This is an optimization exercise on Yosys and OpenROAD, whose aim is small area, not a production implementation. Function was checked by simulation only, so behaviour that the tests miss may differ from the original.

$ cat flow/config.mk
export PLATFORM = sky130hd
export DESIGN_NAME = ooktx
export DESIGN_NICKNAME = ooktx
export VERILOG_FILES = /design/flow/design.v
export SDC_FILE = /design/flow/constraint.sdc
export NUM_CORES = 4
export LEC_CHECK = 0
export CAP_MARGIN = 20
export CORE_MARGIN = 2
export CORE_UTILIZATION = 40
export SLEW_MARGIN = 20
$ cat flow/constraint.sdc
create_clock -name core_clock -period 20.0 [get_ports {clk}]
set_input_delay 4.0000 -clock core_clock [delete_from_list [all_inputs] [get_ports {clk}]]
set_output_delay 4.0000 -clock core_clock [all_outputs]
set_load 0.01 [all_outputs]
$ cat flow/design.v
module ooktx #(
    parameter SEQ_MAX = 310             
) (
    input  wire        clk,
    input  wire        rst,
    input  wire        us_tick,
    input  wire        bus_sel,
    input  wire        bus_wr,
    input  wire [4:0]  bus_addr,
    input  wire [31:0] bus_wdata,
    output reg  [31:0] bus_rdata,
    output reg         bus_err,
    output wire        ook_out
);
    localparam [1:0] PH_IDLE = 2'd0, PH_BIT = 2'd1, PH_GAP = 2'd2;
    localparam [31:0] GAP_US = 32'd35000;
    localparam [2:0]  N_REPLAY = 3'd5;
    localparam [1:0] D_0 = 2'd0, D_1 = 2'd1, D_X = 2'd2;
    reg [1:0]  cmd_var;
    reg        cmd_act;
    reg [3:0]  cmd_unit;
    reg [7:0]  cmd_reps;
    reg [31:0] ident;
    reg        st_done, st_errbusy, st_errvar, st_oor;
    reg [31:0] now;
    reg [15:0] len;
    reg [1:0]  phase;
    reg [7:0]  rep;
    reg [2:0]  replay;
    reg [15:0] bitidx;
    reg [31:0] deadline;
    reg        pin;
    reg [SEQ_MAX-1:0] seq;              
    reg [1:0]  cap_var;                 
    reg [7:0]  cap_reps;
    assign ook_out = pin;
    function [31:0] pulse_width(input [1:0] v);
        case (v)
            2'd0:    pulse_width = 32'd250;
            2'd1:    pulse_width = 32'd350;
            default: pulse_width = 32'd420;
        endcase
    endfunction
    function [7:0] lrn_exp(input [1:0] d);
        lrn_exp = (d == D_1) ? 8'b11000000 : 8'b10000001;
    endfunction
    function [7:0] tri_exp(input [1:0] d);
        case (d)
            D_0:     tri_exp = 8'b10001000;
            D_1:     tri_exp = 8'b01110111;
            default: tri_exp = 8'b10001110;
        endcase
    endfunction
    function [7:0] smp_house(input [3:0] h);
        case (h)
            4'hA: smp_house = {D_0, D_0, D_0, D_0};
            4'hB: smp_house = {D_0, D_0, D_0, D_X};
            4'hC: smp_house = {D_0, D_0, D_X, D_0};
            4'hD: smp_house = {D_0, D_0, D_X, D_X};
            4'hE: smp_house = {D_0, D_X, D_0, D_0};
            default: smp_house = {D_0, D_X, D_0, D_X};
        endcase
    endfunction
    function [7:0] smp_unit(input [3:0] u);
        case (u)
            4'd1: smp_unit = {D_0, D_0, D_0, D_0};
            4'd2: smp_unit = {D_0, D_0, D_0, D_X};
            4'd3: smp_unit = {D_0, D_0, D_X, D_0};
            4'd4: smp_unit = {D_0, D_0, D_X, D_X};
            4'd5: smp_unit = {D_0, D_X, D_0, D_0};
            4'd6: smp_unit = {D_0, D_X, D_0, D_X};
            4'd7: smp_unit = {D_0, D_X, D_X, D_0};
            default: smp_unit = {D_0, D_X, D_X, D_X};
        endcase
    endfunction
    function [11:0] hle_house(input [3:0] h);
        case (h)
            4'hA: hle_house = {D_0, D_0, D_0, D_0, D_0, D_0};
            4'hB: hle_house = {D_0, D_0, D_0, D_0, D_0, D_X};
            4'hC: hle_house = {D_0, D_0, D_0, D_0, D_X, D_0};
            4'hD: hle_house = {D_0, D_0, D_0, D_0, D_X, D_X};
            4'hE: hle_house = {D_0, D_0, D_0, D_X, D_0, D_0};
            default: hle_house = {D_0, D_0, D_0, D_X, D_0, D_X};
        endcase
    endfunction
    function [7:0] hle_unit(input [3:0] u);
        case (u)
            4'd1: hle_unit = {D_0, D_0, D_0, D_0};
            4'd2: hle_unit = {D_0, D_0, D_0, D_X};
            4'd3: hle_unit = {D_0, D_0, D_X, D_0};
            default: hle_unit = {D_0, D_0, D_X, D_X};
        endcase
    endfunction
    reg [63:0] dv;
    reg [5:0]  nd;
    reg        enc_lrn;
    reg        enc_oor;
    reg [SEQ_MAX-1:0] enc_seq, lrn_seq, tri_seq;
    reg [15:0] enc_len;
    reg [7:0]  ex;
    reg [3:0]  house, unit;
    reg        house_ok, unit_ok;
    reg [1:0]  act_t;
    reg [51:0] lrn_id;
    integer    i, k;
    always @* begin
        enc_lrn  = (cmd_var == 2'd0);
        house    = ident[7:4];
        unit     = ident[3:0];
        act_t    = cmd_act ? D_X : D_0;
        dv       = 64'd0;
        nd       = 6'd0;
        house_ok = 1'b0;
        unit_ok  = 1'b0;
        for (i = 0; i < 26; i = i + 1)
            lrn_id[51 - 2 * i -: 2] = ident[25 - i] ? D_1 : D_0;
        case (cmd_var)
            2'd0: begin
                unit_ok = (cmd_unit >= 4'd1) && (cmd_unit <= 4'd4);
                case (cmd_unit)
                    4'd1: dv = {lrn_id, D_0, (cmd_act ? D_0 : D_1), D_1, D_1, D_1, D_1};
                    4'd2: dv = {lrn_id, D_0, (cmd_act ? D_0 : D_1), D_1, D_1, D_1, D_0};
                    4'd3: dv = {lrn_id, D_0, (cmd_act ? D_0 : D_1), D_1, D_1, D_0, D_1};
                    4'd4: dv = {lrn_id, D_0, (cmd_act ? D_0 : D_1), D_1, D_1, D_0, D_0};
                    default: dv = {lrn_id, D_0, (cmd_act ? D_0 : D_1), D_1, D_1, 4'b0};
                endcase
                nd = unit_ok ? 6'd32 : 6'd30;
            end
            2'd1: begin
                house_ok = (house >= 4'hA);
                unit_ok  = (unit >= 4'd1) && (unit <= 4'd8);
                case ({house_ok, unit_ok})
                    2'b11: begin dv = {smp_house(house), smp_unit(unit), D_0, D_X, act_t, 42'd0}; nd = 6'd11; end
                    2'b10: begin dv = {smp_house(house), D_0, D_X, act_t, 50'd0};                 nd = 6'd7;  end
                    2'b01: begin dv = {smp_unit(unit), D_0, D_X, act_t, 50'd0};                   nd = 6'd7;  end
                    default: begin dv = {D_0, D_X, act_t, 58'd0};                                 nd = 6'd3;  end
                endcase
            end
            default: begin
                house_ok = (house >= 4'hA);
                unit_ok  = (unit >= 4'd1) && (unit <= 4'd4);
                case ({house_ok, unit_ok})
                    2'b11: begin dv = {hle_house(house), hle_unit(unit), D_X, D_0, act_t, 38'd0}; nd = 6'd13; end
                    2'b10: begin dv = {hle_house(house), D_X, D_0, act_t, 46'd0};                 nd = 6'd9;  end
                    2'b01: begin dv = {hle_unit(unit), D_X, D_0, act_t, 50'd0};                   nd = 6'd7;  end
                    default: begin dv = {D_X, D_0, act_t, 58'd0};                                 nd = 6'd3;  end
                endcase
            end
        endcase
        enc_oor = !(unit_ok && (enc_lrn || house_ok));
        lrn_seq    = {SEQ_MAX{1'b0}};
        tri_seq    = {SEQ_MAX{1'b0}};
        lrn_seq[0] = 1'b1;
        for (i = 0; i <= 32; i = i + 1) begin
            if (i < 32 && i < nd) begin
                ex = lrn_exp(dv[63 - 2 * (i % 32) -: 2]);
                for (k = 0; k < 8; k = k + 1)
                    lrn_seq[11 + 8 * i + k] = ex[7 - k];
                ex = tri_exp(dv[63 - 2 * (i % 32) -: 2]);
                for (k = 0; k < 8; k = k + 1)
                    tri_seq[8 * i + k] = ex[7 - k];
            end
            if (i == nd) begin                       
                lrn_seq[11 + 8 * i] = 1'b1;
                tri_seq[8 * i]      = 1'b1;
            end
        end
        enc_seq = enc_lrn ? lrn_seq : tri_seq;
        enc_len = (enc_lrn ? 16'd11 : 16'd0) + 16'd8 * nd + (enc_lrn ? 16'd43 : 16'd16);
    end
    reg [31:0] t_now, t_deadline, w_cap;
    reg [1:0]  t_phase;
    reg [7:0]  t_rep;
    reg [2:0]  t_replay;
    reg [15:0] t_bit;
    reg        t_pin, t_done;
    always @* begin
        t_now      = now;
        t_deadline = deadline;
        t_phase    = phase;
        t_rep      = rep;
        t_replay   = replay;
        t_bit      = bitidx;
        t_pin      = pin;
        t_done     = st_done;
        w_cap      = pulse_width(cap_var);
        if (us_tick) begin
            t_now = now + 32'd1;
            if (phase == PH_BIT && t_now == deadline) begin
                if (bitidx + 16'd1 < len) begin
                    t_bit      = bitidx + 16'd1;
                    t_deadline = deadline + w_cap;
                    t_pin      = seq[t_bit];
                end else if (replay + 3'd1 < N_REPLAY) begin
                    t_bit      = 16'd0;
                    t_replay   = replay + 3'd1;
                    t_deadline = deadline + w_cap;
                    t_pin      = seq[0];
                end else begin
                    t_bit      = 16'd0;
                    t_replay   = 3'd0;
                    t_phase    = PH_GAP;
                    t_deadline = deadline + GAP_US;
                end
            end else if (phase == PH_GAP && t_now == deadline) begin
                if (rep + 8'd1 < cap_reps) begin
                    t_rep      = rep + 8'd1;
                    t_phase    = PH_BIT;
                    t_deadline = deadline + w_cap;
                    t_pin      = seq[0];
                end else begin
                    t_rep    = 8'd0;
                    t_replay = 3'd0;
                    t_bit    = 16'd0;
                    t_phase  = PH_IDLE;
                    t_done   = 1'b1;
                end
            end
        end
    end
    wire        legal  = (bus_addr[1:0] == 2'b00) && (bus_addr[4:2] != 3'd7);
    wire        acc_rd = !rst && bus_sel && !bus_wr && legal;
    wire        acc_wr = !rst && bus_sel && bus_wr && legal;
    wire [2:0]  reg_ix = bus_addr[4:2];
    wire        start  = acc_wr && (reg_ix == 3'd2) && bus_wdata[0];
    always @* begin
        bus_err   = !rst && bus_sel && !legal;
        bus_rdata = 32'd0;
        if (acc_rd) begin
            case (reg_ix)
                3'd0: bus_rdata = {16'd0, cmd_reps, cmd_unit, 1'b0, cmd_act, cmd_var};
                3'd1: bus_rdata = ident;
                3'd3: bus_rdata = {24'd0, t_phase, t_pin, st_oor, st_errvar, st_errbusy,
                                   t_done, (t_phase != PH_IDLE)};
                3'd4: bus_rdata = t_now;
                3'd5: bus_rdata = {16'd0, len};
                3'd6: bus_rdata = {t_rep, 5'd0, t_replay, t_bit};
                default: bus_rdata = 32'd0;
            endcase
        end
    end
    always @(posedge clk) begin
        if (rst) begin
            cmd_var    <= 2'd0;
            cmd_act    <= 1'b0;
            cmd_unit   <= 4'd1;
            cmd_reps   <= 8'd4;
            ident      <= 32'd0;
            st_done    <= 1'b0;
            st_errbusy <= 1'b0;
            st_errvar  <= 1'b0;
            st_oor     <= 1'b0;
            now        <= 32'd0;
            len        <= 16'd0;
            phase      <= PH_IDLE;
            rep        <= 8'd0;
            replay     <= 3'd0;
            bitidx     <= 16'd0;
            deadline   <= 32'd0;
            pin        <= 1'b0;
        end else begin
            now      <= t_now;
            deadline <= t_deadline;
            phase    <= t_phase;
            rep      <= t_rep;
            replay   <= t_replay;
            bitidx   <= t_bit;
            pin      <= t_pin;
            st_done  <= t_done;
            if (acc_wr) begin
                case (reg_ix)
                    3'd0: begin
                        cmd_var  <= bus_wdata[1:0];
                        cmd_act  <= bus_wdata[2];
                        cmd_unit <= bus_wdata[7:4];
                        cmd_reps <= bus_wdata[15:8];
                    end
                    3'd1: ident <= bus_wdata;
                    3'd3: begin
                        if (bus_wdata[1]) st_done    <= 1'b0;
                        if (bus_wdata[2]) st_errbusy <= 1'b0;
                        if (bus_wdata[3]) st_errvar  <= 1'b0;
                    end
                    3'd4: if (t_phase == PH_IDLE) now <= bus_wdata;
                    default: ;
                endcase
            end
            if (start) begin
                if (t_phase != PH_IDLE) begin
                    st_errbusy <= 1'b1;
                end else if (cmd_var == 2'd3) begin
                    st_errvar <= 1'b1;
                end else begin
                    seq      <= enc_seq;
                    len      <= enc_len;
                    cap_var  <= cmd_var;
                    cap_reps <= cmd_reps;
                    st_oor   <= enc_oor;
                    if (cmd_reps == 8'd0) begin
                        st_done <= 1'b1;
                    end else begin
                        st_done  <= 1'b0;
                        rep      <= 8'd0;
                        replay   <= 3'd0;
                        bitidx   <= 16'd0;
                        phase    <= PH_BIT;
                        deadline <= t_now + pulse_width(cmd_var);
                        pin      <= enc_seq[0];
                    end
                end
            end
        end
    end
endmodule
$ cat flow/run.sh
#!/bin/bash
# synth_recipe.tcl (not shown) runs the flow's synth.tcl, then flattens the netlist and writes it again
# the make line also repeats each setting of config.mk as NAME=value (left out here)
make -C /OpenROAD-flow-scripts/flow DESIGN_CONFIG=/design/flow/config.mk WORK_HOME=/design/flow/orfs CLKGATE_MAP_FILE= SYNTH_SCRIPT=/design/flow/synth_recipe.tcl finish
==> impl_metrics.tcl <==
set metrics [dict create \
    synth-edff-count 185 \
    ys_warn_count 1 \
    crit_family "buffers and inverters" \
    cts_sinks 338 \
    start_util 0.405 \
    slowest_stage "clkdlybuf4s50_1" \
    fmax_mhz 85.1 \
    finalInstanceArea_um2 23700 \
    ctsResizeCount 0 \
    synth_mux_area_frac 0.0806 \
    drive_gt1_frac 0.0948 \
    routed.top_layer "met5" \
    min_to "ident[31]$_SDFFE_PP0P_" \
    placed_cell_area_um2 22300 \
    power.total_mw 1.56 \
    routedWlPerCell_um 24.6 \
    postCtsSetupBuffers 0 \
    tns_ns 0 \
    grt_first_pass_wirelength_um 112000 \
    rr_worst_depth 11 \
    critPathLaunchType "input port" \
    grtUsageTotal 0.277 \
    finalCritPeriodShare 0.588 \
    synth_cell_types 95 \
    synth-simple-area-share 0.213 \
    arrival_ns 7.75 \
    cp_max_fo 24 \
    crit_type "input port to output port" \
    avgSynthCellArea_um2 9.08 \
    grt_max_degree 102 \
    synth-seq-area-share 0.413 \
    synth_area_um2 20800 \
    final_nets 2431 \
    yosys.area_share.xor_xnor 0.0541 \
    dieArea_um2 54000 \
    routed_wl_um 75300 \
    ios 76 \
    tightest_slew_ns 1.10 \
    root_buffer "clkbuf_16" \
    r2r_setup_slack_ns 13.09 \
    rows 83 \
    io_buffers 75 \
    synth_top_family_by_area "simple AND/OR/NAND/NOR gates" \
    min-delay-start "ident[31]$_SDFFE_PP0P_" \
    cpPeakStageDelay_ns 0.92 \
    hpwl_um 54200 \
    grt_pass1_vias 17900 \
    stdcell_count 3054 \
    cp_common_cell "clkdlybuf4s50_1" \
    max_slew_margin 0.265 \
    wl_met3_um 6680 \
    placed_cells 2980 \
    die_w_um 232 \
    crit_path_end_kind "output port" \
    cts_tree "built" \
    synth-adder-area-share 0.0287 \
    cts_buffers 40 \
    report.final.slew_viol_count 0 \
    clock_path_buffers 3 \
    setup_viol_count_final 0 \
    postSynthCellCount 2295 \
    drv_cap 0 \
    critPathRequiredTime_ns 16.00 \
    n_antenna_cell 0 \
    async_flop_share 0 \
    clk_latency_ns 0.58 \
    drcViolationCount 0 \
    ys_ff_latch 338 \
    path_clk_slew_ns 0.06 \
    synthFlopType "edfxtp_1" \
    fin_skew_ns 0.0250 \
    r2r-start "now[2]$_SDFF_PP0_" \
    whs_path_depth 2 \
    grt_overflow 0 \
    ant_nets 0 \
    critPathBufInv 2 \
    met2_length_um 34400 \
    drt_iter0_drc 1798 \
    core_um2 51400 \
    r2r-end "seq[78]$_SDFFCE_PP0P_" \
    gp_congestion 0.948 \
    drt-met1-wl_um 30300 \
    ir_drop_v 0.0000505 \
    vias 18400 \
    hold_path.class "flip-flop to flip-flop" \
    p_per_area_nw_per_um2 65.8 \
    min_period_ns 11.75 \
    antenna_found_initial 2 \
    vias_per_cell 6.04 \
    rsz0062_at_grt "false" \
    final-hold-violation-count 0 \
    p_leak_nw 7.91 \
    run_status "no timing/DRC/antenna violations" \
    hold_buffers 0 \
    cp_cell_sequence "clkdlybuf4s50_1, a311oi_1, nand3_1, a311o_1, nand2b_1, o22ai_1, clkdlybuf4s50_1" \
    syn2layout_area_growth_pct 13.8 \
    drtPass1Iterations 6 \
    synth-compound-area-share 0.157 \
    die_h_um 232 \
    cts_max_level 2 \
]
[cells in the final DEF, fill, tap and decap left out, drive strengths merged, types with 44 or more instances in the layout]
master	count
a211oi	44
a21oi	140
buf	49
clkbuf	61
clkdlybuf4s50	74
conb	53
dfxtp	153
edfxtp	185
inv	109
mux2i	62
mux4	44
nand2	240
nand3	77
nor2	248
nor3	86
o21ai	66
xnor2	76
xor2	50
[power breakdown]
group          internal (mW)  switching [mW]
Clock                  0.462           0.310
Sequential             0.728         0.00203
Combinational         0.0193          0.0404
Total                   1.21           0.352
[tightest hold or removal path, cell delays in order (launching register included)]
cell	delay [ns]
dfxtp_1	0.31
nand2_1	0.05
a21oi_1	0.05
[Yosys cell counts (all sizes together), types with 9 or more instances]
master,n,area [µm²]
nor3,86,435
buf,46,246
and2,34,213
dfxtp,153,3060
nor2b,14,87.6
a2111oi,11,103
o22ai,31,194
and3,23,144
nand4,37,259
nand2b,35,219
a311oi,9,78.8
a22oi,18,135
clkbuf,122,462
ha,43,538
nand2,240,901
nor4,37,278
a21o,13,97.6
edfxtp,185,5560
a211oi,44,390
a211o,9,78.8
a21oi,140,701
o211ai,17,128
mux4,44,991
xnor2,76,666
or3,22,138
nor2,248,931
o21a,11,82.6
or2,22,138
mux2i,62,621
o21ai,66,330
xor2,50,438
inv,107,402
nand3,77,385
a31oi,30,188
[cell type report]
type	instances	area [µm²]
clock buffer	61	1180
inverter	108	410
sequential	338	8620
multi-input combinational	1732	11400
fill	4927	27700
timing repair buffer	123	1110
clock inverter	12	198
tap	680	851
[flip-flops by register name, summed over array words and instances, names as in the netlist]
register and cells:
bitidx 16, cap_reps 8, cap_var 2, cmd_act 1, cmd_reps 8, cmd_unit 4
cmd_var 2, deadline 32, ident 32, len 8, now 32, phase 2
pin 1, rep 8, replay 3, seq 175, st_done 1, st_errbusy 1
st_errvar 1, st_oor 1
[stage by stage]
stage | util | hold slack [ns] | setup WS, ns
finish | 0.461 | 0.457 | 8.25
global route | 0.461 | 0.487 | 8.08
CTS | 0.461 | 0.459 | 8.38
detailed placement | 0.434 | 0.450 | 8.39
global placement | 0.434 | 0.443 | 8.43
floorplan | - | 0.421 | 10.36
[kinds of logic after synthesis]
logic type / Yosys count
xor gates and xnor gates: 127
adders and majority gates: 46
other: 2
DFF: 338
muxes: 112
buffers and inverters: 276
AOI/OAI and AO/OA: 483
and+or+nand+nor: 911
[worst max path at each step]
stage | from | endpoint | cells after the start
2_1_floorplan | us_tick | bus_rdata[2] | 8
3_3_place_gp | bus_addr[2] | bus_rdata[6] | 7
3_5_place_dp | bus_addr[2] | bus_rdata[6] | 7
4_1_cts | bus_addr[2] | bus_rdata[6] | 7
5_1_grt | bus_addr[2] | bus_rdata[6] | 7
6_report | bus_addr[2] | bus_rdata[6] | 7
[metal layers]
layer / global-route usage / vias to the layer above
met3: 0.0571 / 209
met1: 0.358 / 8926
li1: - / 8396
met4: 0.130 / 2
met2: 0.441 / 900
met5: 0 / -

-- separate check: timing with driven ports --
Ports are ideal in the flow. The routed layout listed here was re-timed in OpenROAD. Step 1, drivers: a clkbuf_16 drives clk and a buf_2 each remaining input, both assumed. Step 2 also shifts input and output timing later by t, the mid clock arrival at the registers, as if the neighbouring blocks saw the same clock. Slacks: no drivers / after step 1 / after step 2; pairs: no drivers / after step 1.
t, ns: 0.627
setup WS [ns]: 8.249 / 8.209 / 8.209
worst setup path at the end: input to output
After both steps setup and hold are still met in this run. For this run, drivers alone change the setup slack by -0.040 ns; drivers and shift together by -0.040 ns.
